From an optimization exercise on the open Yosys and OpenROAD flow, aimed at small area, a short achievable clock period and few clock cycles per item; shortcuts taken in it are not production practice.
At most, simulation tests tie the RTL to the original design; equivalence was not proved.
For runs 1 to 3, 5 and 6, only the layout was checked, not whether the RTL still works.

==> design.v <==
module carry_norm (
    input  wire        clk,
    input  wire        rst,
    input  wire        in_valid,
    output reg         in_ready,
    input  wire [63:0] in_data,
    input  wire        in_last,
    output reg         out_valid,
    input  wire        out_ready,
    output wire [63:0] out_digit,
    output reg         out_last,
    output reg         out_err,
    output reg         out_topovf
);
    localparam [1:0] S_IDLE = 2'd0, S_RSH = 2'd1, S_ADD = 2'd2, S_DIV = 2'd3;
    reg        v0;
    reg [63:0] x0;
    reg        l0;
    reg        drop;         
    reg        cz;           
    reg        cbig;         
    reg [15:0] cs;           
    reg [63:0] c;            
    reg [6:0]  odig;         
    reg        ofull;
    reg        ofl1, ofl2, ofl3, ofl4;
    reg        osf1, osf2, osf3, osf4, osf5, osf6;
    reg        ssf;                 
    reg        sv;           
    reg [6:0]  sdig;
    reg        slast, serr, stop, sfull;
    reg [1:0]  st;           
    reg [6:0]  cnt;          
    reg [3:0]  dly;          
    reg        sgn;          
    reg        rb, stk;      
    reg        cy;           
    reg        vneg;         
    assign out_digit = {c[63:57] & {7{osf6}}, c[56:50] & {7{osf5}},
                        c[49:43] & {7{osf4}}, c[42:36] & {7{osf3}},
                        c[35:29] & {7{osf2}}, c[28:22] & {7{osf1}},
                        c[21:18] & {4{ofl3}}, c[17:14] & {4{ofl2}},
                        c[13:11] & {3{ofl1}}, c[10:7] & {4{ofl4}}, odig};
    wire accept  = in_valid && in_ready;
    wire rd      = out_valid && out_ready;
    wire room    = !(out_valid && sv);                   
    wire qempty  = !out_valid && !sv;
    wire fullpend = (out_valid && ofull) || (sv && sfull);
    function fast_win;                  
        input [63:0] x;
        fast_win = (x[62:52] < 11'd1022) || (!x[63] && x[62:52] <= 11'd1043);
    endfunction
    function is_bad;                    
        input [63:0] x;
        is_bad = (x[62:52] == 11'd2047) || (x[62:52] > 11'd1086) ||
                 ((x[62:52] == 11'd1086) && !(x[63] && x[51:0] == 52'd0));
    endfunction
    function drain_f;
        input        v, idle, dr, rm, fp, cz_, cb, last, win, bad;
        drain_f = v && idle &&
                  (dr || (rm && (bad || (win && (cz_ || !cb) && !(last && fp)))));
    endfunction
    wire        f_sign = x0[63];
    wire [10:0] f_exp  = x0[62:52];
    wire [52:0] f_mant = {f_exp != 11'd0, x0[51:0]};
    wire        f_tiny = (f_exp < 11'd1022);
    wire        f_win  = fast_win(x0);
    wire        f_bad  = is_bad(x0);
    wire        fast   = f_win && (cz || !cbig);
    wire        idle   = (st == S_IDLE);
    wire        drain  = drain_f(v0, idle, drop, room, fullpend, cz, cbig, l0, f_win, f_bad);
    wire        start_slow = v0 && idle && !drop && !f_bad && !fast && qempty;
    wire [4:0]  sh5   = 5'd19 - f_exp[4:0];             
    wire [21:0] tsh   = f_mant[52:31] >> sh5;
    wire [20:0] ip    = f_tiny ? 21'd0 : tsh[21:1];
    wire        rbit  = !f_tiny && tsh[0];
    reg  [21:0] smask;
    integer k;
    always @(*)
        for (k = 0; k < 22; k = k + 1)
            smask[k] = (k <= sh5);
    wire        stkf  = (|f_mant[29:0]) || (|(f_mant[51:30] & smask));
    wire        rupf  = rbit & (stkf | ip[0]);
    wire [15:0] cadd  = cz ? 16'd0 : cs;
    reg  [21:0] fv;
    reg         rc;
    integer j;
    always @(*) begin
        rc = rupf;
        for (j = 0; j < 22; j = j + 1) begin
            fv[j] = (j < 21 ? ip[j] : 1'b0) ^ (j < 16 ? cadd[j] : 1'b0) ^ rc;
            rc    = ((j < 21 ? ip[j] : 1'b0) & (j < 16 ? cadd[j] : 1'b0)) |
                    (((j < 21 ? ip[j] : 1'b0) | (j < 16 ? cadd[j] : 1'b0)) & rc);
        end
    end
    wire [15:0] fq    = fv / 22'd100;
    wire [6:0]  fr    = fv % 22'd100;
    wire        ftop  = (fv[21:7] != 15'd0) || (fv[6:0] > 7'd99);
    wire        a_bit  = ((dly == 4'd0) ? x0[0] : 1'b0) ^ sgn;
    wire        b_bit  = cz ? 1'b0 : cbig ? c[0] : (cnt[6:4] == 3'd0) && cs[cnt[3:0]];
    wire        rup_s  = rb & (stk | x0[0]);
    wire        c_in   = (cnt == 7'd0) ? (rup_s ^ sgn) : cy;
    wire        s_bit  = a_bit ^ b_bit ^ c_in;
    wire        s_cy   = (a_bit & b_bit) | (a_bit & c_in) | (b_bit & c_in);
    wire        s_64   = sgn ^ (cbig & b_bit) ^ s_cy;    
    wire        s_ovf  = (s_64 != s_bit);
    wire [63:0] vfin   = {s_bit, c[63:1]};
    wire        vtop   = vfin[63] || (|vfin[62:7]) || (vfin[6:0] > 7'd99);
    wire [7:0]  d_t    = {(cnt == 7'd0) ? 7'd0 : cs[6:0], c[63] ^ vneg};
    wire        d_ge   = (d_t >= 8'd100);
    wire [7:0]  d_r    = d_ge ? d_t - 8'd100 : d_t;
    wire [6:0]  d_fin  = vneg ? 7'd99 - d_r[6:0] : d_r[6:0];
    wire        add_end = (st == S_ADD) && (cnt == 7'd63);
    wire        div_end = (st == S_DIV) && (cnt == 7'd63);
    reg         wr;                      
    reg  [6:0]  nd;
    reg         nlast, nerr, ntop, nfull, nsf;
    reg         pop;                     
    reg         n_drop, n_cz, n_cbig;
    always @(*) begin
        wr = 1'b0; nd = 7'd0; nlast = 1'b0; nerr = 1'b0; ntop = 1'b0; nfull = 1'b0;
        nsf = 1'b0;
        pop = 1'b0;
        n_drop = drop; n_cz = cz; n_cbig = cbig;
        if (drain) begin
            pop = 1'b1;
            if (drop) begin
                if (l0) n_drop = 1'b0;
            end else if (f_bad) begin
                wr = 1'b1; nerr = 1'b1; nlast = 1'b1;
                n_cz = 1'b1; n_cbig = 1'b0; n_drop = !l0;
            end else begin
                wr = 1'b1; nlast = l0; nfull = l0; ntop = l0 && ftop;
                nd = l0 ? fv[6:0] : fr;
                n_cz = l0; n_cbig = 1'b0;
            end
        end
        if (add_end) begin
            if (s_ovf) begin
                pop = 1'b1; wr = 1'b1; nerr = 1'b1; nlast = 1'b1;
                n_cz = 1'b1; n_cbig = 1'b0; n_drop = !l0;
            end else if (l0) begin
                pop = 1'b1; wr = 1'b1; nlast = 1'b1; nfull = 1'b1; ntop = vtop;
                nsf = 1'b1;
                nd = vfin[6:0];
                n_cz = 1'b1; n_cbig = 1'b0;
            end
        end
        if (div_end) begin
            pop = 1'b1; wr = 1'b1; nd = d_fin;
            n_cz = 1'b0; n_cbig = 1'b1;
        end
    end
    wire n_ov   = (out_valid && !rd) || sv || wr;
    wire n_sv   = (out_valid && !rd && (sv || wr)) || (sv && wr);
    wire n_keep = v0 && !pop;            
    wire n_idle = !(start_slow || (!idle && !(add_end && (s_ovf || l0)) && !div_end));
    wire in_win = (in_data[62:52] <= 11'd1043) &&
                  (!in_data[63] || in_data[62:52] < 11'd1022);
    wire room0 = !((out_valid || wr) && (out_valid && (sv || wr)));
    wire room1 = !((sv || wr) && (sv && wr));
    wire fp0   = (out_valid && ofull) || (sv && sfull) || (wr && nfull);
    wire fp1   = (sv && sfull) || (wr && nfull);
    wire czb   = n_cz || !n_cbig;
    wire dn0   = n_idle && (n_drop || (room0 && in_win && czb && !(in_last && fp0)));
    wire dn1   = n_idle && (n_drop || (room1 && in_win && czb && !(in_last && fp1)));
    wire do0   = !n_keep || drain_f(1'b1, n_idle, n_drop, room0, fp0, n_cz, n_cbig, l0, f_win, f_bad);
    wire do1   = !n_keep || drain_f(1'b1, n_idle, n_drop, room1, fp1, n_cz, n_cbig, l0, f_win, f_bad);
    wire r0    = in_ready ? (in_valid ? dn0 : do0) : do0;
    wire r1    = in_ready ? (in_valid ? dn1 : do1) : do1;
    wire n_ready = (out_ready && out_valid) ? r1 : r0;
    always @(posedge clk) begin
        if (rst) begin
            v0         <= 1'b0;
            in_ready   <= 1'b1;
            drop       <= 1'b0;
            cz         <= 1'b1;
            cbig       <= 1'b0;
            st         <= S_IDLE;
            out_valid  <= 1'b0;
            sv         <= 1'b0;
        end else begin
            v0        <= accept || n_keep;
            in_ready  <= n_ready;
            drop      <= n_drop;
            cz        <= n_cz;
            cbig      <= n_cbig;
            out_valid <= n_ov;
            sv        <= n_sv;
            if (start_slow)
                st <= (f_exp >= 11'd1075) ? S_ADD : S_RSH;
            case (st)
                S_RSH: if (cnt == 7'd1) st <= S_ADD;
                S_ADD: if (add_end) st <= (s_ovf || l0) ? S_IDLE : S_DIV;
                S_DIV: if (div_end) st <= S_IDLE;
                default: ;
            endcase
        end
    end
    always @(posedge clk) begin
        if (!v0 || drain) begin
            x0 <= in_data;
            l0 <= in_last;
        end
        if (rd || !out_valid) begin
            if (sv) begin
                odig <= sdig; out_last <= slast; out_err <= serr;
                out_topovf <= stop; ofull <= sfull;
                osf1 <= ssf; osf2 <= ssf && slast; osf3 <= ssf && !serr;
                osf4 <= ssf && (slast || stop); osf5 <= ssf && slast && !serr;
                osf6 <= ssf && !(serr && stop);
                ofl1 <= slast && !serr; ofl2 <= sfull && (slast || stop);
                ofl3 <= (sfull || serr) && !serr;
                ofl4 <= sfull && !(serr && slast);
            end else begin
                odig <= nd; out_last <= nlast; out_err <= nerr;
                out_topovf <= ntop; ofull <= nfull;
                osf1 <= nsf; osf2 <= nsf && nlast; osf3 <= nsf && !nerr;
                osf4 <= nsf && (nlast || ntop); osf5 <= nsf && nlast && !nerr;
                osf6 <= nsf && !(nerr && ntop);
                ofl1 <= nlast && !nerr; ofl2 <= nfull && (nlast || ntop);
                ofl3 <= (nfull || nerr) && !nerr;
                ofl4 <= nfull && !(nerr && nlast);
            end
        end
        if (wr && (sv || (out_valid && !rd))) begin
            sdig <= nd; slast <= nlast; serr <= nerr; stop <= ntop; sfull <= nfull;
            ssf <= nsf;
        end
        if (drain && !drop && !f_bad) begin
            if (l0)
                c[21:0] <= fv;
            else
                cs <= fq;
        end
        if (start_slow) begin
            x0[63:52] <= {11'd0, f_exp != 11'd0};
            sgn       <= f_sign;
            rb        <= 1'b0;
            stk       <= 1'b0;
            cnt       <= 7'd0;
            if (f_exp >= 11'd1075) begin
                dly <= f_exp[3:0] - 4'd3;                     
            end else begin
                dly <= 4'd0;
                cnt <= f_tiny ? 7'd54 : 7'd51 - f_exp[6:0];  
            end
        end
        case (st)
            S_RSH: begin
                stk <= stk | rb;
                rb  <= x0[0];
                x0  <= {1'b0, x0[63:1]};
                cnt <= cnt - 7'd1;
            end
            S_ADD: begin
                if (dly == 4'd0)
                    x0 <= {1'b0, x0[63:1]};
                else
                    dly <= dly - 4'd1;
                c    <= vfin;
                cy   <= s_cy;
                cnt  <= add_end ? 7'd0 : cnt + 7'd1;
                vneg <= s_bit;
            end
            S_DIV: begin
                c   <= {c[62:0], d_ge ^ vneg};
                cs[6:0] <= d_r[6:0];
                cnt <= cnt + 7'd1;
            end
            default: ;
        endcase
    end
endmodule
==> flow/run.sh <==
#!/bin/bash
# The standard layout, with a plain small buffer (buf_1) on each port
# instead of the flow's default port buffer. Everything else is unchanged.
set -euo pipefail
bash standard.sh "BUFFER_PORTS_ARGS=-buffer_cell sky130_fd_sc_hd__buf_1" finish > standard.log 2>&1
==> standard.sh <==
#!/bin/bash
# synth_recipe.tcl (not shown) runs the flow's synth.tcl, then flattens the netlist and writes it again
# the make line also repeats each setting of config.mk as NAME=value (left out here)
make -C /OpenROAD-flow-scripts/flow DESIGN_CONFIG=/design/flow/config.mk WORK_HOME=/design/flow/orfs CLKGATE_MAP_FILE= SYNTH_SCRIPT=/design/flow/synth_recipe.tcl "${@:-finish}"
==> config.mk <==
export PLATFORM = sky130hd
export DESIGN_NAME = carry_norm
export DESIGN_NICKNAME = carry_norm
export VERILOG_FILES = /design/flow/design.v
export SDC_FILE = /design/flow/constraint.sdc
export NUM_CORES = 4
export LEC_CHECK = 0
export ABC_AREA = 1
export CAP_MARGIN = 20
export CORE_MARGIN = 2
export CORE_UTILIZATION = 40
export SETUP_SLACK_MARGIN = 2
export SLEW_MARGIN = 20
==> constraint.sdc <==
create_clock -name core_clock -period 100.0 [get_ports {clk}]
set_input_delay 20.0000 -clock core_clock [delete_from_list [all_inputs] [get_ports {clk}]]
set_output_delay 20.0000 -clock core_clock [all_outputs]
set_load 0.01 [all_outputs]
==> out/results.tsv, run 1 <==
stage	metric	value	unit
setup_path	type of the worst setup path	reg2out	
synth	synthesized area per cell	7.04	sq um
synth	Post-synth EDFFs	126	
global_routing	vias in the first global route	13800	
setup_path	Crit path buffers/inverters	2	
clocking	post-CTS sizing	0	
synth	Syn Nets	2277	
cells_and_area	FILL cells	3913	
cells_and_area	Antenna Diode Count	0	
timing	Setup TNS Final	0	ns
timing	Final min period	21.40	ns
clocking	# hold bufs at CTS	0	
die	Die Wd	199	um
routing	1st-iter DRT viols	1058	
clocking	clock latency (worst-skew pair)	0.55	ns
global_routing	global route total overflow	0	
routing	Vias/cell	5.28	
synth	Post-Syn Area	15300	sq um
clocking	CTS sink cnt	203	
synth	Top FF cell, synth	edfxtp_1	
routing	DR WL/cell	16.0	um
synth	sequential share of the synthesized area	34.9	%
worst_hold_path	Hold Crit Class	reg2reg	
timing	Tcrit/Tclk final	21.4	%
routing	final wirelength	44800	um
die	# rows	71	
synth	YS warnings	1	
clocking	clk buf depth	3	
global_routing	initial antenna violation count	0	
setup_path	Crit-path slowest cell	edfxtp_1	
setup_path	Worst Setup Start Kind	flip-flop	
placed_design	Final Wtd Congestion	0.914	
placed_design	dpl hpwl	34000	um
clocking	clock slew at reported path FFs	0.06	ns
status	status	no timing/DRC/antenna violations	
cells_and_area	Layout Utilization	45.4	%
routing	DRT Pass-1 Iters	6	
cells_and_area	Final #Nets	2382	
setup_path	CP endpoint kind	output port	
timing	clk_skew	0.0140	ns
die	Die Ht	199	um
global_routing	global-route usage over all layers	22.3	%
clocking	Inserted Clock Buffers	25	
synth	synth unique cells	61	
synth	#FFs+latches synth	203	
setup_path	Crit path max-delay family	flip-flops	
timing	Worst-Margin Slew	1.05	ns
global_routing	largest net degree at the start of global routing	68	
die	die area	39700	sq um
setup_path	Critical Path Fanout Max	4	
timing	Setup violations, final	0	
setup_path	Data required, critical path	80.00	ns
cells_and_area	leading cell type in the layout, fill and taps excluded	nand2_1	
synth	Post-synth ARST share	0	%
clocking	root buf cell	clkbuf_16	
timing	Max Slew Vio Count	0	
cells_and_area	Area Growth Syn to Fin	11.9	%
routing	vias	14800	
routing	DRT antenna net count	0	
job	max-cap violations	0	
die	Core Area	37600	sq um
global_routing	first-pass GRT wire length	71500	um
placed_design	Place WS	78.16	ns
timing	slew margin rel.	30.2	%
die	Ports	138	
placed_design	port bufs	137	
clocking	postcts setup bufs	0	
setup_path	biggest cell delay along the critical path	0.51	ns
cells_and_area	share of layout cells above drive strength 1	9.00	%
routing	# DRC	0	
timing	fin worst setup slack	78.60	ns
timing	Final Hold Vio Count	0	
setup_path	crit path cell chain	nand2_1, inv_1, buf_1	
synth	post-synthesis cell count	2166	
die	Initial Util	40.6	%
cells_and_area	commonest non-fill, non-tap cells in the layout	nand2_1, inv_1, o21ai_0, nor2_1, buf_1	
clocking	htree depth	1	
clocking	CTS tree	yes	
timing	RSZ-0062 raised after global routing	false	
timing	FMAX	46.7	MHz
setup_path	arrival time worst endpoint	1.40	ns
-- registers in the layout (all words and copies together), names as in the netlist, 2 cells and up --
name	cells
c	64
x0	64
cs	16
cnt	7
odig	7
sdig	7
dly	4
st	2
-- cells in the mapped netlist, drive strengths merged, types with 17 or more instances --
cell type  number  share of area, %
o21ai         256               8.5
o22ai          43               1.8
nor4           25               1.0
clkbuf         64               1.6
fa             17               2.2
a21oi          47               1.6
a31oi          17              0.70
nor2          230               6.1
a22oi          23               1.1
ha             25               2.1
nand4          41               2.3
dfxtp          77                10
nand3         140               5.3
edfxtp        126                25
inv           316               7.8
nand2         605                17
-- final timing paths --
check	endpoint	from	cells past startpoint	slack (ns)
worst max-delay path	out_digit[10]	ofl4$_DFFE_PN_	3	78.60
worst min-delay path	dly[0]$_DFF_P_	dly[0]$_DFF_P_	1	0.48
worst max register to register	odig[3]$_DFFE_PN_	x0[55]$_DFF_P_	113	82.06
worst min register to register	dly[0]$_DFF_P_	dly[0]$_DFF_P_	1	0.48
-- metal layers --
layer	up-vias	global-route usage, %	share of wire [%]
met4	0	6.72	2.9
li1	7431	-	-
met3	70	2.31	4.7
met1	6849	29.8	46
met5	-	0	0
met2	429	38.0	47
-- cells by family after synthesis --
family / synth area share [%]
flops: 34.9
compound gates: 16.9
fa+ha+maj: 4.28
buf+inv: 9.69
simple gates: 32.9
xor+xnor: 1.09
mux: 0.262
-- area by class of cell --
| class | instances | area, sq um | area share (%) |
|---|---|---|---|
| Clock buffer | 36 | 769 | 4.51 |
| Clock inverter | 9 | 51.3 | 0.301 |
| Inverter | 320 | 1210 | 7.07 |
| Multi-Input combinational cell | 1572 | 8470 | 49.6 |
| Sequential cell | 203 | 5330 | 31.2 |
| Tap cell | 511 | 639 | 3.75 |
| Timing Repair Buffer | 149 | 602 | 3.53 |
-- per-stage QoR --
step | hold slack, ns | instance area [sq um] | std cells
5_1_grt | 0.500 | 17100 | 2800
2_1_floorplan | 0.430 | 15300 | 2166
3_3_place_gp | 0.448 | 16200 | 2754
3_5_place_dp | 0.459 | 16200 | 2754
4_1_cts | 0.469 | 17100 | 2799
6_report | 0.481 | 17100 | 2800
-- worst reg2reg max path, delay by kind of cell (launching register included) --
family	cells	cell delay [ns]
flip-flops	1	0.49
AO/OA/AOI/OAI	5	1.51
AND/OR/NAND/NOR	77	8.12
buffers and inverters	10	1.06
adder cells (fa/ha/maj)	21	6.55
==> inputs of run 2 (changes only) <==
--- a/design.v
+++ b/design.v
@@ -23,9 +23,9 @@
     reg [63:0] c;            
     reg [6:0]  odig;         
     reg        ofull;
-    reg        ofl1, ofl2, ofl3, ofl4;
-    reg        osf1, osf2, osf3, osf4, osf5, osf6;
+    reg        osf1, osf2, osf3;    
     reg        ssf;                 
+    reg        ofm;                 
     reg        sv;           
     reg [6:0]  sdig;
     reg        slast, serr, stop, sfull;
@@ -36,11 +36,8 @@
     reg        rb, stk;      
     reg        cy;           
     reg        vneg;         
-    assign out_digit = {c[63:57] & {7{osf6}}, c[56:50] & {7{osf5}},
-                        c[49:43] & {7{osf4}}, c[42:36] & {7{osf3}},
-                        c[35:29] & {7{osf2}}, c[28:22] & {7{osf1}},
-                        c[21:18] & {4{ofl3}}, c[17:14] & {4{ofl2}},
-                        c[13:11] & {3{ofl1}}, c[10:7] & {4{ofl4}}, odig};
+    assign out_digit = {c[63:50] & {14{osf3}}, c[49:36] & {14{osf2}},
+                        c[35:22] & {14{osf1}}, c[21:7] & {15{ofm}}, odig};
     wire accept  = in_valid && in_ready;
     wire rd      = out_valid && out_ready;
     wire room    = !(out_valid && sv);                   
@@ -155,20 +152,21 @@
     wire n_sv   = (out_valid && !rd && (sv || wr)) || (sv && wr);
     wire n_keep = v0 && !pop;            
     wire n_idle = !(start_slow || (!idle && !(add_end && (s_ovf || l0)) && !div_end));
-    wire in_win = (in_data[62:52] <= 11'd1043) &&
-                  (!in_data[63] || in_data[62:52] < 11'd1022);
+    wire [10:0] ie  = in_data[62:52];
+    wire in_win = in_data[63] ? (!ie[10] && !(&ie[9:3]))
+                              : (!ie[10] || (!(|ie[9:5]) && (!ie[4] || !(|ie[3:2]))));
+    wire rd_n  = out_ready && out_valid;
     wire room0 = !((out_valid || wr) && (out_valid && (sv || wr)));
     wire room1 = !((sv || wr) && (sv && wr));
     wire fp0   = (out_valid && ofull) || (sv && sfull) || (wr && nfull);
     wire fp1   = (sv && sfull) || (wr && nfull);
+    wire n_room = rd_n ? room1 : room0;
+    wire n_fp   = rd_n ? fp1 : fp0;
     wire czb   = n_cz || !n_cbig;
-    wire dn0   = n_idle && (n_drop || (room0 && in_win && czb && !(in_last && fp0)));
-    wire dn1   = n_idle && (n_drop || (room1 && in_win && czb && !(in_last && fp1)));
-    wire do0   = !n_keep || drain_f(1'b1, n_idle, n_drop, room0, fp0, n_cz, n_cbig, l0, f_win, f_bad);
-    wire do1   = !n_keep || drain_f(1'b1, n_idle, n_drop, room1, fp1, n_cz, n_cbig, l0, f_win, f_bad);
-    wire r0    = in_ready ? (in_valid ? dn0 : do0) : do0;
-    wire r1    = in_ready ? (in_valid ? dn1 : do1) : do1;
-    wire n_ready = (out_ready && out_valid) ? r1 : r0;
+    wire p_new = n_idle && (n_drop || (n_room && czb && !(in_last && n_fp)));
+    wire q_new = n_idle && n_drop;
+    wire r_old = !n_keep || drain_f(1'b1, n_idle, n_drop, n_room, n_fp, n_cz, n_cbig, l0, f_win, f_bad);
+    wire n_ready = (in_valid && in_ready) ? (in_win ? p_new : q_new) : r_old;
     always @(posedge clk) begin
         if (rst) begin
             v0         <= 1'b0;
@@ -207,20 +205,12 @@
                 odig <= sdig; out_last <= slast; out_err <= serr;
                 out_topovf <= stop; ofull <= sfull;
                 osf1 <= ssf; osf2 <= ssf && slast; osf3 <= ssf && !serr;
-                osf4 <= ssf && (slast || stop); osf5 <= ssf && slast && !serr;
-                osf6 <= ssf && !(serr && stop);
-                ofl1 <= slast && !serr; ofl2 <= sfull && (slast || stop);
-                ofl3 <= (sfull || serr) && !serr;
-                ofl4 <= sfull && !(serr && slast);
+                ofm <= sfull && !serr;
             end else begin
                 odig <= nd; out_last <= nlast; out_err <= nerr;
                 out_topovf <= ntop; ofull <= nfull;
                 osf1 <= nsf; osf2 <= nsf && nlast; osf3 <= nsf && !nerr;
-                osf4 <= nsf && (nlast || ntop); osf5 <= nsf && nlast && !nerr;
-                osf6 <= nsf && !(nerr && ntop);
-                ofl1 <= nlast && !nerr; ofl2 <= nfull && (nlast || ntop);
-                ofl3 <= (nfull || nerr) && !nerr;
-                ofl4 <= nfull && !(nerr && nlast);
+                ofm <= nfull && !nerr;
             end
         end
         if (wr && (sv || (out_valid && !rd))) begin
==> run 2 against run 1 <==
Net effect:
- non-clock buffer count up 1
- synthesized area up 0.42%
- first-iteration DRC count down 21%
==> out/results.tsv, run 2 <==
stage	metric	value	unit
clocking	root buf cell	clkbuf_16	
cells_and_area	leading cell type in the layout, fill and taps excluded	nand2_1	
synth	post-synthesis cell count	2145	
synth	Yosys top cell area share	23.5	%
timing	Setup TNS Final	0	ns
cells_and_area	multi-input logic area	8620	sq um
global_routing	global route total overflow	0	
timing	slew margin rel.	38.9	%
clocking	post-CTS sizing	0	
die	die area	39900	sq um
timing	FMAX	46.1	MHz
cells_and_area	commonest non-fill, non-tap cells in the layout	nand2_1, inv_1, o21ai_0, nor2_1, buf_1	
timing	Max Slew Vio Count	0	
placed_design	port bufs	137	
synth	Post-synth EDFFs	120	
synth	Synth Area in Compound Gates	17.1	%
clocking	CTS tree	yes	
timing	fin worst setup slack	78.32	ns
setup_path	crit path to	out_digit[7]	
synth	Top FF cell, synth	edfxtp_1	
clocking	clock latency (worst-skew pair)	0.46	ns
synth	sequential share of the synthesized area	33.6	%
setup_path	worst reg2reg path depth	113	
timing	Final Hold Vio Count	0	
routing	DRT antenna net count	0	
die	# rows	71	
synth	cell taking the most area after synthesis	edfxtp_1	
cells_and_area	FF+latch area	5140	sq um
status	status	no timing/DRC/antenna violations	
clocking	# hold bufs at CTS	0	
cells_and_area	share of layout cells above drive strength 1	11.3	%
routing	final wirelength	42600	um
synth	YS warnings	1	
synth	ranking of synthesized cells by area	edfxtp_1, nand2_1, dfxtp_1	
setup_path	Data required, critical path	80.00	ns
cells_and_area	FILL cells	3984	
die	Ports	138	
routing	1st-iter DRT viols	840	
cells_and_area	Final #Nets	2350	
setup_path	Worst Setup Start Kind	flip-flop	
clocking	CTS sink cnt	197	
placed_design	Place WS	78.54	ns
routing	Vias/cell	5.25	
clocking	clock slew at reported path FFs	0.08	ns
synth	largest family of logic cells by synthesized area	simple AND/OR/NAND/NOR gates	
placed_design	Final Wtd Congestion	0.930	
placed_design	dpl hpwl	32800	um
routing	DR WL/cell	15.4	um
timing	Worst-Margin Slew	0.915	ns
setup_path	type of the worst setup path	reg2out	
setup_path	r2r setup slk	81.84	ns
setup_path	Worst R2R Start	x0[53]$_DFF_P_	
clocking	clk buf depth	2	
setup_path	CP endpoint kind	output port	
cells_and_area	largest registers	c: 64 flops, x0: 64 flops, cs: 16 flops	
synth	Post-synth ARST share	0	%
die	Initial Util	40.7	%
synth	XOR/XNOR share of the synthesized area	1.03	%
die	Die Ht	200	um
job	max-cap violations	0	
timing	clk_skew	0.0131	ns
synth	post-synthesis mux area share	0.392	%
clocking	htree depth	4	
synth	Post-Synth Adder-Cell Area	4.26	%
clocking	postcts setup bufs	0	
synth	#FFs+latches synth	197	
timing	Final min period	21.68	ns
global_routing	largest net degree at the start of global routing	67	
setup_path	RR Endpoint	odig[3]$_DFFE_PN_	
synth	Simple-Gate Fraction of Synth Area	33.4	%
synth	synth unique cells	63	
setup_path	Worst Setup SP	ofm$_DFFE_PN_	
routing	vias	14500	
global_routing	vias in the first global route	13500	
synth	synthesized area per cell	7.14	sq um
timing	RSZ-0062 raised after global routing	false	
global_routing	global-route usage over all layers	21.6	%
setup_path	Critical Path Fanout Max	15	
synth	Syn Nets	2256	
worst_hold_path	Hold Crit Class	reg2reg	
synth	Post-Syn Area	15300	sq um
global_routing	initial antenna violation count	0	
die	Core Area	37700	sq um
routing	DRT Pass-1 Iters	5	
setup_path	arrival time worst endpoint	1.68	ns
global_routing	first-pass GRT wire length	68700	um
synth	commonest cells in the netlist	nand2_1, inv_1, o21ai_0, nor2_1, nand3_1	
cells_and_area	Area Growth Syn to Fin	10.2	%
clocking	Inserted Clock Buffers	17	
cells_and_area	Antenna Diode Count	0	
synth	count leader, synth	nand2_1	
die	Die Wd	200	um
timing	Setup violations, final	0	
timing	Tcrit/Tclk final	21.7	%
routing	# DRC	0	
run 2: layout make-up:
type	count	share of cell area [%]
clock buffer	17	2.52
inverter	326	7.39
multi-input combinational	1547	51.1
clock inverter	15	1.13
sequential	197	30.5
timing repair buffer	150	3.62
tap	511	3.79
run 2: through the flow:
stage / hold WS (ns) / instances / instance area [sq um] / utilization [%]
after floorplan: 0.432 / 2145 / 15300 / -
after global placement: 0.448 / 2731 / 16300 / 43.2
after detailed placement: 0.464 / 2731 / 16300 / 43.2
after CTS: 0.476 / 2763 / 16900 / 44.8
after global routing: 0.520 / 2763 / 16900 / 44.8
final: 0.476 / 2763 / 16900 / 44.8
run 2: kinds of logic (layout without fill, tap and decap cells):
group,Yosys count,in the layout
buffers and inverters,401,508
AND/OR/NAND/NOR,1027,1027
multiplexers,6,6
flip-flops,197,197
XOR/XNOR,18,18
adder cells (fa/ha/maj),42,42
AO/OA/AOI/OAI,454,454
run 2: per-layer routing:
metal / GRT usage [%] / share of wire [%] / vias up
li1: - / - / 7330
met1: 28.3 / 46 / 6816
met2: 37.1 / 48 / 333
met3: 3.16 / 4.3 / 39
met4: 5.60 / 1.9 / 0
met5: 0 / 0 / -
run 2: worst min path at each step:
stage,to,start,cells past startpoint,slack [ns]
6_report,dly[0]$_DFF_P_,dly[0]$_DFF_P_,1,0.48
3_5_place_dp,dly[0]$_DFF_P_,dly[0]$_DFF_P_,1,0.46
4_1_cts,dly[0]$_DFF_P_,dly[0]$_DFF_P_,1,0.48
3_3_place_gp,dly[0]$_DFF_P_,dly[0]$_DFF_P_,1,0.45
5_1_grt,dly[0]$_DFF_P_,dly[0]$_DFF_P_,1,0.52
2_1_floorplan,dly[0]$_DFF_P_,dly[0]$_DFF_P_,1,0.43
run 2: worst max-delay path, stage by stage, from the launching register on:
cell and delay [ns]:
edfxtp_1 0.78, nand2_1 0.21, inv_1 0.09, buf_1 0.15
==> inputs of run 3 (changes only) <==
--- a/design.v
+++ b/design.v
@@ -19,7 +19,6 @@
     reg        drop;         
     reg        cz;           
     reg        cbig;         
-    reg [15:0] cs;           
     reg [63:0] c;            
     reg [6:0]  odig;         
     reg        ofull;
@@ -43,6 +42,7 @@
     wire room    = !(out_valid && sv);                   
     wire qempty  = !out_valid && !sv;
     wire fullpend = (out_valid && ofull) || (sv && sfull);
+    wire sfpend   = (out_valid && osf2) || (sv && ssf);
     function fast_win;                  
         input [63:0] x;
         fast_win = (x[62:52] < 11'd1022) || (!x[63] && x[62:52] <= 11'd1043);
@@ -53,9 +53,9 @@
                  ((x[62:52] == 11'd1086) && !(x[63] && x[51:0] == 52'd0));
     endfunction
     function drain_f;
-        input        v, idle, dr, rm, fp, cz_, cb, last, win, bad;
+        input        v, idle, dr, rm, fp, sfp, cz_, cb, last, win, bad;
         drain_f = v && idle &&
-                  (dr || (rm && (bad || (win && (cz_ || !cb) && !(last && fp)))));
+                  (dr || (rm && (bad || (win && (cz_ || !cb) && !(last ? fp : sfp)))));
     endfunction
     wire        f_sign = x0[63];
     wire [10:0] f_exp  = x0[62:52];
@@ -65,7 +65,7 @@
     wire        f_bad  = is_bad(x0);
     wire        fast   = f_win && (cz || !cbig);
     wire        idle   = (st == S_IDLE);
-    wire        drain  = drain_f(v0, idle, drop, room, fullpend, cz, cbig, l0, f_win, f_bad);
+    wire        drain  = drain_f(v0, idle, drop, room, fullpend, sfpend, cz, cbig, l0, f_win, f_bad);
     wire        start_slow = v0 && idle && !drop && !f_bad && !fast && qempty;
     wire [4:0]  sh5   = 5'd19 - f_exp[4:0];             
     wire [21:0] tsh   = f_mant[52:31] >> sh5;
@@ -78,7 +78,7 @@
             smask[k] = (k <= sh5);
     wire        stkf  = (|f_mant[29:0]) || (|(f_mant[51:30] & smask));
     wire        rupf  = rbit & (stkf | ip[0]);
-    wire [15:0] cadd  = cz ? 16'd0 : cs;
+    wire [15:0] cadd  = cz ? 16'd0 : c[63:48];
     reg  [21:0] fv;
     reg         rc;
     integer j;
@@ -94,7 +94,7 @@
     wire [6:0]  fr    = fv % 22'd100;
     wire        ftop  = (fv[21:7] != 15'd0) || (fv[6:0] > 7'd99);
     wire        a_bit  = ((dly == 4'd0) ? x0[0] : 1'b0) ^ sgn;
-    wire        b_bit  = cz ? 1'b0 : cbig ? c[0] : (cnt[6:4] == 3'd0) && cs[cnt[3:0]];
+    wire        b_bit  = cz ? 1'b0 : cbig ? c[0] : (cnt[6:4] == 3'd0) && c[48];
     wire        rup_s  = rb & (stk | x0[0]);
     wire        c_in   = (cnt == 7'd0) ? (rup_s ^ sgn) : cy;
     wire        s_bit  = a_bit ^ b_bit ^ c_in;
@@ -103,7 +103,7 @@
     wire        s_ovf  = (s_64 != s_bit);
     wire [63:0] vfin   = {s_bit, c[63:1]};
     wire        vtop   = vfin[63] || (|vfin[62:7]) || (vfin[6:0] > 7'd99);
-    wire [7:0]  d_t    = {(cnt == 7'd0) ? 7'd0 : cs[6:0], c[63] ^ vneg};
+    wire [7:0]  d_t    = {(cnt == 7'd0) ? 7'd0 : odig, c[63] ^ vneg};    
     wire        d_ge   = (d_t >= 8'd100);
     wire [7:0]  d_r    = d_ge ? d_t - 8'd100 : d_t;
     wire [6:0]  d_fin  = vneg ? 7'd99 - d_r[6:0] : d_r[6:0];
@@ -162,10 +162,13 @@
     wire fp1   = (sv && sfull) || (wr && nfull);
     wire n_room = rd_n ? room1 : room0;
     wire n_fp   = rd_n ? fp1 : fp0;
+    wire sfp0  = (out_valid && osf2) || (sv && ssf) || (wr && nsf);
+    wire sfp1  = (sv && ssf) || (wr && nsf);
+    wire n_sfp = rd_n ? sfp1 : sfp0;
     wire czb   = n_cz || !n_cbig;
-    wire p_new = n_idle && (n_drop || (n_room && czb && !(in_last && n_fp)));
+    wire p_new = n_idle && (n_drop || (n_room && czb && !(in_last ? n_fp : n_sfp)));
     wire q_new = n_idle && n_drop;
-    wire r_old = !n_keep || drain_f(1'b1, n_idle, n_drop, n_room, n_fp, n_cz, n_cbig, l0, f_win, f_bad);
+    wire r_old = !n_keep || drain_f(1'b1, n_idle, n_drop, n_room, n_fp, n_sfp, n_cz, n_cbig, l0, f_win, f_bad);
     wire n_ready = (in_valid && in_ready) ? (in_win ? p_new : q_new) : r_old;
     always @(posedge clk) begin
         if (rst) begin
@@ -221,7 +224,7 @@
             if (l0)
                 c[21:0] <= fv;
             else
-                cs <= fq;
+                c[63:48] <= fq;
         end
         if (start_slow) begin
             x0[63:52] <= {11'd0, f_exp != 11'd0};
@@ -255,7 +258,8 @@
             end
             S_DIV: begin
                 c   <= {c[62:0], d_ge ^ vneg};
-                cs[6:0] <= d_r[6:0];
+                if (!div_end)
+                    odig <= d_r[6:0];
                 cnt <= cnt + 7'd1;
             end
             default: ;
==> run 3 against run 2 <==
Net effect:
- still clean on timing, DRC and antenna
- clock skew rose by 0.0093 ns
- flip-flop and latch count fell by 16
- clock-buffer cell count rose by 5
- synthesized cell count fell by 0.56%
- global-route usage rose by 0.79 points
- worst setup slack improved by 0.028 ns
- via count rose by 0.89%
- register-to-register slack got worse by 0.38 ns
- largest cell class unchanged
==> out/results.tsv, run 3 <==
stage	metric	value	unit
clocking	clk buf depth	2	
synth	commonest cells in the netlist	nand2_1, inv_1, o21ai_0, nor2_1, nand3_1	
routing	DRT antenna net count	0	
synth	Post-synth ARST share	0	%
die	Ports	138	
cells_and_area	FF+latch area	4590	sq um
status	status	no timing/DRC/antenna violations	
synth	synthesized area per cell	6.90	sq um
timing	slew margin rel.	35.3	%
synth	Yosys top cell area share	19.8	%
cells_and_area	Final #Nets	2339	
timing	Setup TNS Final	0	ns
clocking	postcts setup bufs	0	
placed_design	Placed Instances	2677	
cells_and_area	FILL cells	3832	
cells_and_area	Area Growth Syn to Fin	10.0	%
cells_and_area	Layout Utilization	44.4	%
setup_path	Worst Setup Start Kind	flip-flop	
synth	sequential share of the synthesized area	31.2	%
synth	Post-Syn Area	14700	sq um
clocking	CTS sink cnt	181	
global_routing	global-route usage over all layers	22.4	%
global_routing	global route total overflow	0	
clocking	# hold bufs at CTS	0	
setup_path	CP endpoint kind	output port	
synth	YS warnings	1	
clocking	root buf cell	clkbuf_16	
synth	Top FF cell, synth	edfxtp_1	
synth	post-synthesis cell count	2133	
timing	Tcrit/Tclk final	21.6	%
setup_path	arrival time worst endpoint	1.65	ns
timing	FMAX	46.2	MHz
timing	Setup violations, final	0	
timing	clk_skew	0.0224	ns
global_routing	first-pass GRT wire length	69500	um
routing	# DRC	0	
timing	Final min period	21.65	ns
clocking	post-CTS sizing	0	
clocking	htree depth	4	
placed_design	Final Wtd Congestion	0.929	
cells_and_area	share of layout cells above drive strength 1	10.3	%
synth	ranking of synthesized cells by area	edfxtp_1, nand2_1, dfxtp_1	
routing	DR WL/cell	15.9	um
routing	final wirelength	43200	um
synth	count leader, synth	nand2_1	
routing	vias	14600	
synth	Syn Nets	2244	
clocking	Inserted Clock Buffers	17	
setup_path	Data required, critical path	80.00	ns
cells_and_area	multi-input logic area	8540	sq um
setup_path	Critical Path Fanout Max	15	
die	die area	38300	sq um
synth	cell taking the most area after synthesis	edfxtp_1	
die	Die Wd	196	um
timing	RSZ-0062 raised after global routing	false	
routing	1st-iter DRT viols	1274	
synth	#FFs+latches synth	181	
cells_and_area	leading cell type in the layout, fill and taps excluded	nand2_1	
die	Die Ht	196	um
global_routing	vias in the first global route	13500	
die	Initial Util	40.4	%
routing	DRT Pass-1 Iters	6	
synth	synth unique cells	65	
global_routing	initial antenna violation count	0	
clocking	clock latency (worst-skew pair)	0.46	ns
routing	Vias/cell	5.41	
placed_design	port bufs	137	
worst_hold_path	Hold Crit Class	reg2reg	
cells_and_area	commonest non-fill, non-tap cells in the layout	nand2_1, inv_1, o21ai_0, nor2_1, buf_1	
clocking	CTS tree	yes	
cells_and_area	largest registers	c: 64 flops, x0: 64 flops	
timing	Max Slew Vio Count	0	
clocking	clock slew at reported path FFs	0.07	ns
cells_and_area	Antenna Diode Count	0	
placed_design	dpl hpwl	32800	um
synth	Post-synth EDFFs	97	
global_routing	largest net degree at the start of global routing	68	
die	# rows	70	
die	Core Area	36400	sq um
cells_and_area	Layout Cells excl Fill	2709	
timing	Final Hold Vio Count	0	
job	max-cap violations	0	
setup_path	type of the worst setup path	reg2out	
timing	Worst-Margin Slew	0.971	ns
## run 3: cell count changes in the layout (fill, tap and decap cells not counted), sizes merged, moves of 4 or more
| cell | before | now |
|---|---|---|
| o2111ai | 6 | 2 |
| a21oi | 42 | 57 |
| dfxtp | 77 | 84 |
| nand2 | 591 | 575 |
| clkbuf | 17 | 22 |
| nor2 | 205 | 213 |
| o221ai | 6 | 29 |
| edfxtp | 120 | 97 |
| nor3 | 21 | 15 |
| o22ai | 54 | 47 |
| o21ai | 271 | 248 |
## run 3: final timing paths
kind         depth (start not counted)      startpoint         endpoint  slack [ns]
min                                  1  dly[0]$_DFF_P_   dly[0]$_DFF_P_        0.47
max reg2reg                        108  x0[54]$_DFF_P_  odig[2]$_DFF_P_       81.46
max                                  3   ofm$_DFFE_PN_     out_digit[7]       78.35
min reg2reg                          1  dly[0]$_DFF_P_   dly[0]$_DFF_P_        0.47
## run 3: layer usage
metal / up-vias / GRT usage (%) / part of all wire (%)
li1: 7322 / - / -
met1: 6828 / 30.1 / 46
met2: 435 / 36.9 / 46
met3: 62 / 3.30 / 5.2
met4: 0 / 7.52 / 2.7
met5: - / 0 / 0
## run 3: final cells by class
type | count | share of cell area [%]
timing repair buffer | 152 | 3.87
clock inverter | 10 | 0.402
multi-input combinational | 1546 | 52.8
tap | 468 | 3.62
inverter | 330 | 7.74
sequential | 181 | 28.4
clock buffer | 22 | 3.19
## run 3: kinds of logic after synthesis
family                   share of synthesized area, %
AO/OA/AOI/OAI                                    18.5
XOR/XNOR                                         1.19
adder cells (fa/ha/maj)                          4.44
buffers and inverters                            10.8
flip-flops                                       31.2
multiplexers                                    0.417
AND/OR/NAND/NOR                                  33.5
## run 3: critical path, stage by stage, from the launching register on
cell      delay (ns)
edfxtp_1        0.75
nand2_1         0.22
inv_1           0.08
buf_1           0.15
## run 3: metrics by stage
step                area [sq um]  hold WS (ns)  worst slack [ns]
CTS                        16200         0.461             78.01
floorplan                  14700         0.425             78.22
global route               16200         0.478             78.16
detailed placement         15600         0.452             77.55
global placement           15600         0.441             77.64
finish                     16200         0.469             78.35
==> inputs of run 4 (changes only) <==
--- a/design.v
+++ b/design.v
@@ -24,7 +24,7 @@
     reg        ofull;
     reg        osf1, osf2, osf3;    
     reg        ssf;                 
-    reg        ofm;                 
+    reg        ofm, ofm2;           
     reg        sv;           
     reg [6:0]  sdig;
     reg        slast, serr, stop, sfull;
@@ -36,7 +36,8 @@
     reg        cy;           
     reg        vneg;         
     assign out_digit = {c[63:50] & {14{osf3}}, c[49:36] & {14{osf2}},
-                        c[35:22] & {14{osf1}}, c[21:7] & {15{ofm}}, odig};
+                        c[35:22] & {14{osf1}}, c[21:15] & {7{ofm}},
+                        c[14:7] & {8{ofm2}}, odig};
     wire accept  = in_valid && in_ready;
     wire rd      = out_valid && out_ready;
     wire room    = !(out_valid && sv);                   
@@ -208,15 +209,15 @@
                 odig <= sdig; out_last <= slast; out_err <= serr;
                 out_topovf <= stop; ofull <= sfull;
                 osf1 <= ssf; osf2 <= ssf && slast; osf3 <= ssf && !serr;
-                ofm <= sfull && !serr;
+                ofm <= sfull && !serr; ofm2 <= sfull && (slast || stop);
             end else begin
                 odig <= nd; out_last <= nlast; out_err <= nerr;
                 out_topovf <= ntop; ofull <= nfull;
                 osf1 <= nsf; osf2 <= nsf && nlast; osf3 <= nsf && !nerr;
-                ofm <= nfull && !nerr;
-            end
-        end
-        if (wr && (sv || (out_valid && !rd))) begin
+                ofm <= nfull && !nerr; ofm2 <= nfull && (nlast || ntop);
+            end
+        end
+        if (wr) begin
             sdig <= nd; slast <= nlast; serr <= nerr; stop <= ntop; sfull <= nfull;
             ssf <= nsf;
         end
==> run 4 against run 3 <==
Net effect:
- flip-flop and latch count up 1
- synthesized area down 1.7%
- die area down 1.6%
==> out/results.tsv, run 4 <==
stage	metric	value	unit
timing	RSZ-0062 raised after global routing	false	
setup_path	biggest cell delay along the critical path	0.51	ns
placed_design	dpl hpwl	32800	um
clocking	htree depth	4	
cells_and_area	share of layout cells above drive strength 1	9.52	%
worst_hold_path	Min-Delay Path Depth	0	
timing	Setup violations, final	0	
timing	slew margin rel.	47.5	%
clocking	post-CTS sizing	0	
setup_path	Worst Setup Start Kind	input pin	
cells_and_area	FILL cells	3710	
setup_path	type of the worst setup path	in2reg	
synth	Post-synth ARST share	0	%
clocking	CTS tree	yes	
timing	Max Slew Vio Count	0	
job	max-cap violations	0	
setup_path	Crit path buffers/inverters	1	
setup_path	Crit path max-delay family	compound AO/OA/AOI/OAI gates	
cells_and_area	Area Growth Syn to Fin	10.4	%
global_routing	largest net degree at the start of global routing	68	
routing	DR WL/cell	16.2	um
clocking	clock slew at reported path FFs	0.08	ns
global_routing	global-route usage over all layers	22.5	%
timing	Final min period	21.70	ns
clocking	Inserted Clock Buffers	17	
setup_path	Crit-path slowest cell	a221oi_1	
global_routing	first-pass GRT wire length	69700	um
setup_path	worst reg2reg path depth	102	
clocking	clock latency (worst-skew pair)	0.45	ns
cells_and_area	Final #Nets	2305	
timing	Worst-Margin Slew	0.787	ns
die	Die Ht	194	um
status	status	no timing/DRC/antenna violations	
setup_path	arrival time worst endpoint	22.10	ns
synth	#FFs+latches synth	182	
timing	Tcrit/Tclk final	21.7	%
synth	post-synthesis cell count	2099	
clocking	clk buf depth	2	
cells_and_area	leading cell type in the layout, fill and taps excluded	nand2_1	
clocking	postcts setup bufs	0	
worst_hold_path	Hold Crit Class	reg2reg	
synth	Post-Syn Area	14500	sq um
routing	DRT Pass-1 Iters	5	
global_routing	global route total overflow	0	
synth	count leader, synth	nand2_1	
clocking	root buf cell	clkbuf_16	
setup_path	Crit path depth	8	
routing	final wirelength	43200	um
synth	ranking of synthesized cells by area	edfxtp_1, nand2_1, dfxtp_1	
synth	YS warnings	1	
cells_and_area	Layout Cells excl Fill	2668	
setup_path	Critical Path Fanout Max	3	
die	# rows	69	
timing	Final Hold Slack	0.455	ns
die	Ports	138	
synth	synth unique cells	69	
cells_and_area	Antenna Diode Count	0	
placed_design	Final Wtd Congestion	0.936	
cells_and_area	commonest non-fill, non-tap cells in the layout	nand2_1, inv_1, o21ai_0, nor2_1, buf_1	
setup_path	CP endpoint kind	flip-flop	
die	die area	37700	sq um
routing	vias	14400	
global_routing	vias in the first global route	13200	
synth	Syn Nets	2210	
timing	clk_skew	0.0165	ns
routing	# DRC	0	
synth	synthesized area per cell	6.89	sq um
clocking	# hold bufs at CTS	0	
synth	Top FF cell, synth	edfxtp_1	
synth	commonest cells in the netlist	nand2_1, inv_1, o21ai_0, nor2_1, nand3_1	
die	Initial Util	40.7	%
die	Die Wd	194	um
placed_design	Placed Instances	2636	
clocking	CTS sink cnt	182	
cells_and_area	Layout Utilization	44.9	%
timing	Final Hold Vio Count	0	
global_routing	initial antenna violation count	0	
synth	Post-synth EDFFs	98	
synth	cell taking the most area after synthesis	edfxtp_1	
placed_design	port bufs	137	
routing	Vias/cell	5.41	
setup_path	Data required, critical path	100.40	ns
die	Core Area	35600	sq um
routing	DRT antenna net count	0	
setup_path	crit path cell chain	buf_1, or4_1, or3_1, a221oi_1, a32o_1, o21ai_0, a221o_1, nand2_1	
synth	sequential share of the synthesized area	32.0	%
synth	Yosys top cell area share	20.3	%
timing	FMAX	46.1	MHz
timing	Setup TNS Final	0	ns
routing	1st-iter DRT viols	1102	
cells_and_area	largest registers	c: 64 flops, x0: 64 flops	
## run 4: logic make-up after synthesis
family,synth area share [%]
AOI/OAI and AO/OA,18.8
buffers and inverters,10.6
DFF,32.0
adders and majority gates,4.52
muxes,0.484
and+or+nand+nor,32.4
xor gates and xnor gates,1.27
## run 4: area by class of cell
type,count,area (sq um),area share [%]
multi-input cells,1515,8320,52.1
flip-flops and latches,182,4620,29.0
inverters,327,1230,7.70
repair buffers,151,619,3.88
well taps,461,577,3.61
clock buffers,21,493,3.09
clock inverters,11,97.6,0.611
## run 4: worst paths after layout
check                               startpoint                   to  slack [ns]
worst min-delay path            x0[63]$_DFF_P_        sgn$_DFFE_PP_        0.46
worst min register to register  x0[63]$_DFF_P_        sgn$_DFFE_PP_        0.46
worst max register to register  x0[53]$_DFF_P_      odig[2]$_DFF_P_       81.70
worst max-delay path               in_data[59]  in_ready$_SDFF_PP1_       78.30
## run 4: metrics by stage
step / worst slack, ns / instance area, sq um
6_report: 78.30 / 16000
5_1_grt: 78.14 / 16000
4_1_cts: 78.32 / 16000
3_5_place_dp: 77.85 / 15400
3_3_place_gp: 77.87 / 15400
2_1_floorplan: 78.34 / 14500
## run 4: worst register-to-register path: cells and delay by family, from the launching register on
family	cells	cell delay (ns)
DFF	1	0.83
and+or+nand+nor	67	7.35
AOI/OAI and AO/OA	9	1.56
buffers and inverters	5	0.99
adders and majority gates	21	7.49
## run 4: per-layer routing
metal  share of wire, %  vias to the layer above  track usage (%)  wire (um)
li1                   -                     7206                -          -
met3                5.9                       73             2.92       2530
met1                 46                     6650             31.4      19800
met5                  0                        -                0          0
met2                 45                      500             35.8      19500
met4                3.1                        0             7.97       1350
Testbench counts of run 4, summed over its fixed seeds: cycles 18,530, items 18,514.
==> inputs of run 5 (changes only) <==
--- a/design.v
+++ b/design.v
@@ -2,7 +2,7 @@
     input  wire        clk,
     input  wire        rst,
     input  wire        in_valid,
-    output reg         in_ready,
+    output wire        in_ready,
     input  wire [63:0] in_data,
     input  wire        in_last,
     output reg         out_valid,
@@ -38,6 +38,8 @@
     assign out_digit = {c[63:50] & {14{osf3}}, c[49:36] & {14{osf2}},
                         c[35:22] & {14{osf1}}, c[21:15] & {7{ofm}},
                         c[14:7] & {8{ofm2}}, odig};
+    reg  rdy_a, rdy_b;       
+    assign in_ready = rdy_a || rdy_b;
     wire accept  = in_valid && in_ready;
     wire rd      = out_valid && out_ready;
     wire room    = !(out_valid && sv);                   
@@ -170,11 +172,13 @@
     wire p_new = n_idle && (n_drop || (n_room && czb && !(in_last ? n_fp : n_sfp)));
     wire q_new = n_idle && n_drop;
     wire r_old = !n_keep || drain_f(1'b1, n_idle, n_drop, n_room, n_fp, n_sfp, n_cz, n_cbig, l0, f_win, f_bad);
-    wire n_ready = (in_valid && in_ready) ? (in_win ? p_new : q_new) : r_old;
+    wire n_rdy_a = accept && in_win && p_new;
+    wire n_rdy_b = accept ? q_new : r_old;
     always @(posedge clk) begin
         if (rst) begin
             v0         <= 1'b0;
-            in_ready   <= 1'b1;
+            rdy_a      <= 1'b0;
+            rdy_b      <= 1'b1;
             drop       <= 1'b0;
             cz         <= 1'b1;
             cbig       <= 1'b0;
@@ -183,7 +187,8 @@
             sv         <= 1'b0;
         end else begin
             v0        <= accept || n_keep;
-            in_ready  <= n_ready;
+            rdy_a     <= n_rdy_a;
+            rdy_b     <= n_rdy_b;
             drop      <= n_drop;
             cz        <= n_cz;
             cbig      <= n_cbig;
==> run 5 against run 4 <==
Net effect:
- utilization decreased by 0.28 points
- clock-buffer cell count shrank 1
- via count up 0.32%
- die area decreased by 0.13%
- highest routed layer unchanged
- global-route usage up 0.50 points
- worst hold slack better by 0.0053 ns
- register-to-register slack worse by 1.2 ns
- cell area decreased by 0.64%
- synthesized cell count up 0.76%
==> out/results.tsv, run 5 <==
stage	metric	value	unit
status	status	no timing/DRC/antenna violations	
cells_and_area	Final #Nets	2320	
routing	DRT antenna net count	0	
setup_path	RR Endpoint	odig[4]$_DFF_P_	
clocking	postcts setup bufs	0	
timing	Max Slew Vio Count	0	
cells_and_area	Layout Cells excl Fill	2683	
timing	clk_skew	0.0161	ns
synth	#FFs+latches synth	183	
synth	synthesized area per cell	6.83	sq um
synth	count leader, synth	nand2_1	
synth	cell taking the most area after synthesis	edfxtp_1	
die	# rows	69	
routing	# DRC	0	
die	Initial Util	40.6	%
routing	vias	14500	
setup_path	Critical Path Fanout Max	14	
timing	FMAX	46.3	MHz
synth	synth unique cells	64	
global_routing	first-pass GRT wire length	70800	um
synth	ranking of synthesized cells by area	edfxtp_1, nand2_1, dfxtp_1	
setup_path	type of the worst setup path	reg2out	
worst_hold_path	WHS Endpoint	dly[0]$_DFF_P_	
synth	sequential share of the synthesized area	32.2	%
placed_design	Placed Instances	2651	
placed_design	dpl hpwl	33200	um
die	Die Ht	194	um
global_routing	largest net degree at the start of global routing	70	
setup_path	CP endpoint kind	output port	
clocking	CTS tree	yes	
clocking	clock slew at reported path FFs	0.08	ns
setup_path	arrival time worst endpoint	1.60	ns
clocking	# hold bufs at CTS	0	
timing	Final Hold Vio Count	0	
clocking	post-CTS sizing	0	
timing	Tcrit/Tclk final	21.6	%
placed_design	Final Wtd Congestion	0.930	
cells_and_area	Antenna Diode Count	0	
timing	slew margin rel.	31.4	%
clocking	clk buf depth	2	
setup_path	Worst R2R Start	x0[55]$_DFF_P_	
cells_and_area	share of layout cells above drive strength 1	8.51	%
setup_path	Crit path max-delay family	flip-flops	
timing	Final Hold Slack	0.461	ns
routing	1st-iter DRT viols	1280	
synth	post-synthesis cell count	2115	
timing	Worst-Margin Slew	1.03	ns
clocking	Inserted Clock Buffers	17	
global_routing	global-route usage over all layers	23.0	%
die	Core Area	35600	sq um
routing	Vias/cell	5.40	
die	die area	37600	sq um
setup_path	Crit path buffers/inverters	2	
synth	Top FF cell, synth	edfxtp_1	
timing	Setup TNS Final	0	ns
die	Die Wd	194	um
setup_path	Worst Setup Start Kind	flip-flop	
clocking	root buf cell	clkbuf_16	
die	Ports	138	
synth	YS warnings	1	
job	max-cap violations	0	
synth	Post-synth EDFFs	98	
cells_and_area	Area Growth Syn to Fin	9.81	%
timing	Final min period	21.60	ns
clocking	clock latency (worst-skew pair)	0.46	ns
timing	Setup violations, final	0	
cells_and_area	commonest non-fill, non-tap cells in the layout	nand2_1, inv_1, o21ai_0, nor2_1, buf_1	
worst_hold_path	Hold Crit Class	reg2reg	
setup_path	crit path cell chain	nand2_1, inv_1, buf_1	
placed_design	port bufs	137	
clocking	htree depth	4	
synth	Post-synth ARST share	0	%
cells_and_area	largest registers	c: 64 flops, x0: 64 flops	
synth	Post-Syn Area	14400	sq um
synth	Syn Nets	2226	
worst_hold_path	min-delay src	dly[0]$_DFF_P_	
setup_path	Crit-path slowest cell	edfxtp_1	
worst_hold_path	Min-Delay Path Depth	1	
global_routing	vias in the first global route	13700	
setup_path	worst reg2reg path depth	112	
global_routing	global route total overflow	0	
synth	commonest cells in the netlist	nand2_1, inv_1, o21ai_0, nor2_1, nand3_1	
setup_path	biggest cell delay along the critical path	0.75	ns
routing	DRT Pass-1 Iters	5	
setup_path	Data required, critical path	80.00	ns
global_routing	initial antenna violation count	0	
routing	DR WL/cell	16.4	um
routing	final wirelength	44000	um
cells_and_area	leading cell type in the layout, fill and taps excluded	nand2_1	
synth	Yosys top cell area share	20.4	%
setup_path	r2r setup slk	80.55	ns
timing	RSZ-0062 raised after global routing	false	
clocking	CTS sink cnt	183	
## run 5: changes by cell type after synthesis, sizes merged, moves of 6 or more
cell | previous run | this run
a22oi | 25 | 19
a31oi | 7 | 13
buf | 11 | 19
inv | 318 | 302
nand2 | 565 | 586
nor3 | 13 | 19
o211ai | 17 | 10
o21ai | 244 | 258
## run 5: kinds of logic after synthesis
group,count (synthesis),share of synthesized area (%)
AND/OR/NAND/NOR,1007,32.2
AO/OA/AOI/OAI,467,18.8
buffers and inverters,391,10.8
flip-flops,183,32.2
adder cells (fa/ha/maj),42,4.52
XOR/XNOR,21,1.27
multiplexers,4,0.277
## run 5: through the flow
step / utilization (%) / worst slack [ns] / instance area, sq um
global route: 44.6 / 78.31 / 15900
finish: 44.6 / 78.40 / 15900
global placement: 43.0 / 78.53 / 15300
CTS: 44.6 / 78.37 / 15900
floorplan: - / 78.92 / 14400
detailed placement: 43.0 / 78.47 / 15300
## run 5: worst max path at each step
| stage | to | depth (start not counted) | slack, ns | start |
|---|---|---|---|---|
| after floorplan | odig[1]$_DFF_P_ | 5 | 78.92 | out_ready |
| after global placement | odig[1]$_DFF_P_ | 6 | 78.53 | out_ready |
| after detailed placement | odig[1]$_DFF_P_ | 6 | 78.47 | out_ready |
| after CTS | out_digit[63] | 3 | 78.37 | osf3$_DFFE_PN_ |
| after global routing | out_digit[56] | 3 | 78.31 | osf3$_DFFE_PN_ |
| final | out_digit[63] | 3 | 78.40 | osf3$_DFFE_PN_ |
## run 5: per-layer routing
| layer | GRT usage (%) | up-vias | wire [um] |
|---|---|---|---|
| li1 | - | 7260 | - |
| met1 | 31.3 | 6731 | 20600 |
| met2 | 37.9 | 441 | 20100 |
| met3 | 3.46 | 43 | 2410 |
| met4 | 6.96 | 0 | 914 |
| met5 | 0 | - | 0 |
## run 5: worst reg2reg max path: cells and delay by family, from the launching register on
family	cells	cell delay, ns
buffers and inverters	7	1.31
AND/OR/NAND/NOR	77	8.91
adder cells (fa/ha/maj)	21	7.42
AO/OA/AOI/OAI	6	0.90
flip-flops	1	0.47
XOR/XNOR	1	0.40
## run 5: final cells by class
type | instances | area (sq um)
Tap cell | 461 | 577
Clock buffer | 20 | 458
Clock inverter | 12 | 105
Timing Repair Buffer | 153 | 634
Multi-Input combinational cell | 1541 | 8260
Inverter | 313 | 1190
Fill cell | 3745 | 19700
Sequential cell | 183 | 4640
==> inputs of run 6 (changes only) <==
--- a/design.v
+++ b/design.v
@@ -35,6 +35,7 @@
     reg        rb, stk;      
     reg        cy;           
     reg        vneg;         
+    reg        vhi;          
     assign out_digit = {c[63:50] & {14{osf3}}, c[49:36] & {14{osf2}},
                         c[35:22] & {14{osf1}}, c[21:15] & {7{ofm}},
                         c[14:7] & {8{ofm2}}, odig};
@@ -105,7 +106,7 @@
     wire        s_64   = sgn ^ (cbig & b_bit) ^ s_cy;    
     wire        s_ovf  = (s_64 != s_bit);
     wire [63:0] vfin   = {s_bit, c[63:1]};
-    wire        vtop   = vfin[63] || (|vfin[62:7]) || (vfin[6:0] > 7'd99);
+    wire        vtop   = vfin[63] || vhi || (vfin[6:0] > 7'd99);
     wire [7:0]  d_t    = {(cnt == 7'd0) ? 7'd0 : odig, c[63] ^ vneg};    
     wire        d_ge   = (d_t >= 8'd100);
     wire [7:0]  d_r    = d_ge ? d_t - 8'd100 : d_t;
@@ -261,6 +262,8 @@
                 cy   <= s_cy;
                 cnt  <= add_end ? 7'd0 : cnt + 7'd1;
                 vneg <= s_bit;
+                vhi  <= (cnt == 7'd0) ? 1'b0 :
+                        vhi || (s_bit && ((cnt[5:3] != 3'd0) || (cnt[2:0] == 3'd7)) && (cnt != 7'd63));
             end
             S_DIV: begin
                 c   <= {c[62:0], d_ge ^ vneg};
==> run 6 against run 5 <==
Net effect:
- cell area rose by 0.35%
- critical path depth is the same
- synthesized cell count unchanged
- synthesized area fell by 0.63%
- clock-buffer cell count shrank 3
- fmax is 0.34% higher
- first-iteration DRC count shrank 12%
- critical endpoint is now out_digit[49]
==> out/results.tsv, run 6 <==
stage	metric	value	unit
status	status	no timing/DRC/antenna violations	
synth	synthesized area per cell	6.79	sq um
synth	sequential share of the synthesized area	32.6	%
die	Core Area	35500	sq um
clocking	# hold bufs at CTS	0	
setup_path	RR Endpoint	odig[4]$_DFF_P_	
setup_path	r2r setup slk	81.32	ns
setup_path	CP endpoint kind	output port	
placed_design	Final Wtd Congestion	0.925	
setup_path	crit path cell chain	nand2_1, inv_1, buf_1	
die	Die Ht	193	um
clocking	CTS sink cnt	184	
setup_path	Crit path buffers/inverters	2	
timing	FMAX	46.4	MHz
clocking	clock slew at reported path FFs	0.08	ns
die	# rows	69	
clocking	clk buf depth	2	
global_routing	global-route usage over all layers	22.7	%
synth	commonest cells in the netlist	nand2_1, inv_1, o21ai_0, nor2_1, nand3_1	
worst_hold_path	min-delay src	dly[0]$_DFF_P_	
routing	DR WL/cell	16.1	um
timing	clk_skew	0.0130	ns
setup_path	arrival time worst endpoint	1.53	ns
routing	DRT antenna net count	0	
placed_design	Placed Instances	2655	
placed_design	dpl hpwl	32500	um
setup_path	biggest cell delay along the critical path	0.71	ns
cells_and_area	Area Growth Syn to Fin	10.9	%
routing	# DRC	0	
routing	final wirelength	43200	um
timing	Final Hold Vio Count	0	
synth	count leader, synth	nand2_1	
worst_hold_path	Hold Crit Class	reg2reg	
synth	post-synthesis cell count	2115	
synth	Post-Syn Area	14400	sq um
synth	YS warnings	1	
global_routing	met3 Use GR	3.50	%
timing	Max Slew Vio Count	0	
global_routing	vias in the first global route	13400	
cells_and_area	Layout Utilization	44.9	%
cells_and_area	Layout Cells excl Fill	2688	
placed_design	Place WS	78.33	ns
global_routing	first-pass GRT wire length	69500	um
setup_path	Crit-path slowest cell	edfxtp_1	
synth	synth unique cells	55	
synth	#FFs+latches synth	184	
routing	1st-iter DRT viols	1127	
timing	Tcrit/Tclk final	21.5	%
synth	Yosys top cell area share	20.7	%
timing	RSZ-0062 raised after global routing	false	
synth	Post-synth EDFFs	99	
cells_and_area	leading cell type in the layout, fill and taps excluded	nand2_1	
setup_path	Worst Setup Start Kind	flip-flop	
setup_path	worst reg2reg path depth	107	
synth	Top FF cell, synth	edfxtp_1	
global_routing	global route total overflow	0	
setup_path	Critical Path Fanout Max	15	
timing	Setup violations, final	0	
clocking	clock latency (worst-skew pair)	0.46	ns
cells_and_area	share of layout cells above drive strength 1	8.53	%
cells_and_area	commonest non-fill, non-tap cells in the layout	nand2_1, inv_1, o21ai_0, nor2_1, buf_1	
timing	Worst-Margin Slew	0.770	ns
setup_path	Worst R2R Start	x0[54]$_DFF_P_	
clocking	Inserted Clock Buffers	17	
die	Ports	138	
cells_and_area	largest registers	c: 64 flops, x0: 64 flops	
global_routing	largest net degree at the start of global routing	69	
synth	Syn Nets	2227	
synth	Post-synth ARST share	0	%
## run 6: logic make-up (layout without fill, tap and decap cells)
logic type	Yosys count	after routing	synth area share, %
mux	6	6	0.418
simple gates	993	993	31.7
fa+ha+maj	43	43	4.64
buf+inv	398	510	10.5
compound gates	469	469	18.8
xor+xnor	22	22	1.34
flops	184	184	32.6
## run 6: routing by layer
metal  share of wire [%]  wire, um
met5                   0         0
met4                 2.3      1010
met3                 5.5      2370
met2                  46     19800
met1                  46     20000
## run 6: worst reg2reg max path: cells and delay by family, from the launching register on
kind            cells  cell delay [ns]
simple gates       73             8.12
fa+ha+maj          21             7.60
flops               1             0.34
buf+inv             7             1.58
compound gates      6             0.96
## run 6: cell type report
cell class,instances,area (sq um)
fillers,3719,19600
multi-input cells,1533,8180
flip-flops and latches,184,4670
inverters,325,1220
repair buffers,153,642
well taps,461,577
clock buffers,17,425
clock inverters,15,195
## run 6: per-stage QoR
step | hold WS [ns] | instance area (sq um)
3_5_place_dp | 0.468 | 15300
3_3_place_gp | 0.454 | 15300
2_1_floorplan | 0.430 | 14400
5_1_grt | 0.489 | 15900
4_1_cts | 0.480 | 15900
6_report | 0.475 | 15900
## run 6: worst max-delay path by stage
| stage | from | cells after the start | to |
|---|---|---|---|
| floorplan | out_ready | 5 | odig[0]$_DFF_P_ |
| global placement | out_ready | 6 | odig[1]$_DFF_P_ |
| detailed placement | out_ready | 6 | odig[0]$_DFF_P_ |
| CTS | osf2$_DFFE_PN_ | 3 | out_digit[49] |
| global route | osf2$_DFFE_PN_ | 3 | out_digit[49] |
| finish | osf2$_DFFE_PN_ | 3 | out_digit[49] |

-- port drivers added, routing unchanged --
No port has a modelled driver above. Below, the same layouts with a new extraction and two added sets of constraints.
Step 1 (the two cells are an assumption about what drives the block):
set clk [get_ports {clk}]
set_driving_cell -lib_cell sky130_fd_sc_hd__clkbuf_16 $clk
set_driving_cell -lib_cell sky130_fd_sc_hd__buf_2 [delete_from_list [all_inputs] $clk]
Step 2 adds t to the input delays and takes it off the output delays; t is the mean of the earliest and latest rising clock arrival at the registers after step 1. Input paths then give back, and output paths get back, about the clock's delay inside the block.
Slacks: no drivers / after step 1 / after step 2; pairs: no drivers / after step 1.
run	shift t [ns]	setup slack, ns	hold slack, ns	latest minus earliest clock arrival (ns)
run 1	0.594	78.604 / 78.550 / 78.257	0.481 / 0.481 / 0.481	0.014 / 0.014
run 2	0.500	78.323 / 78.274 / 78.540	0.476 / 0.476 / 0.476	0.013 / 0.013
run 3	0.504	78.351 / 78.298 / 77.879	0.469 / 0.469 / 0.469	0.023 / 0.023
run 4	0.493	78.297 / 78.325 / 77.832	0.455 / 0.455 / 0.455	0.018 / 0.018
run 5	0.502	78.395 / 78.347 / 78.410	0.461 / 0.461 / 0.461	0.016 / 0.017
run 6	0.506	78.468 / 78.417 / 78.360	0.475 / 0.475 / 0.475	0.013 / 0.013
After both steps setup and hold are still met in every run listed. The setup slack of run 3, which loses most, moves by -0.053 ns with the drivers and by -0.472 ns with both steps.
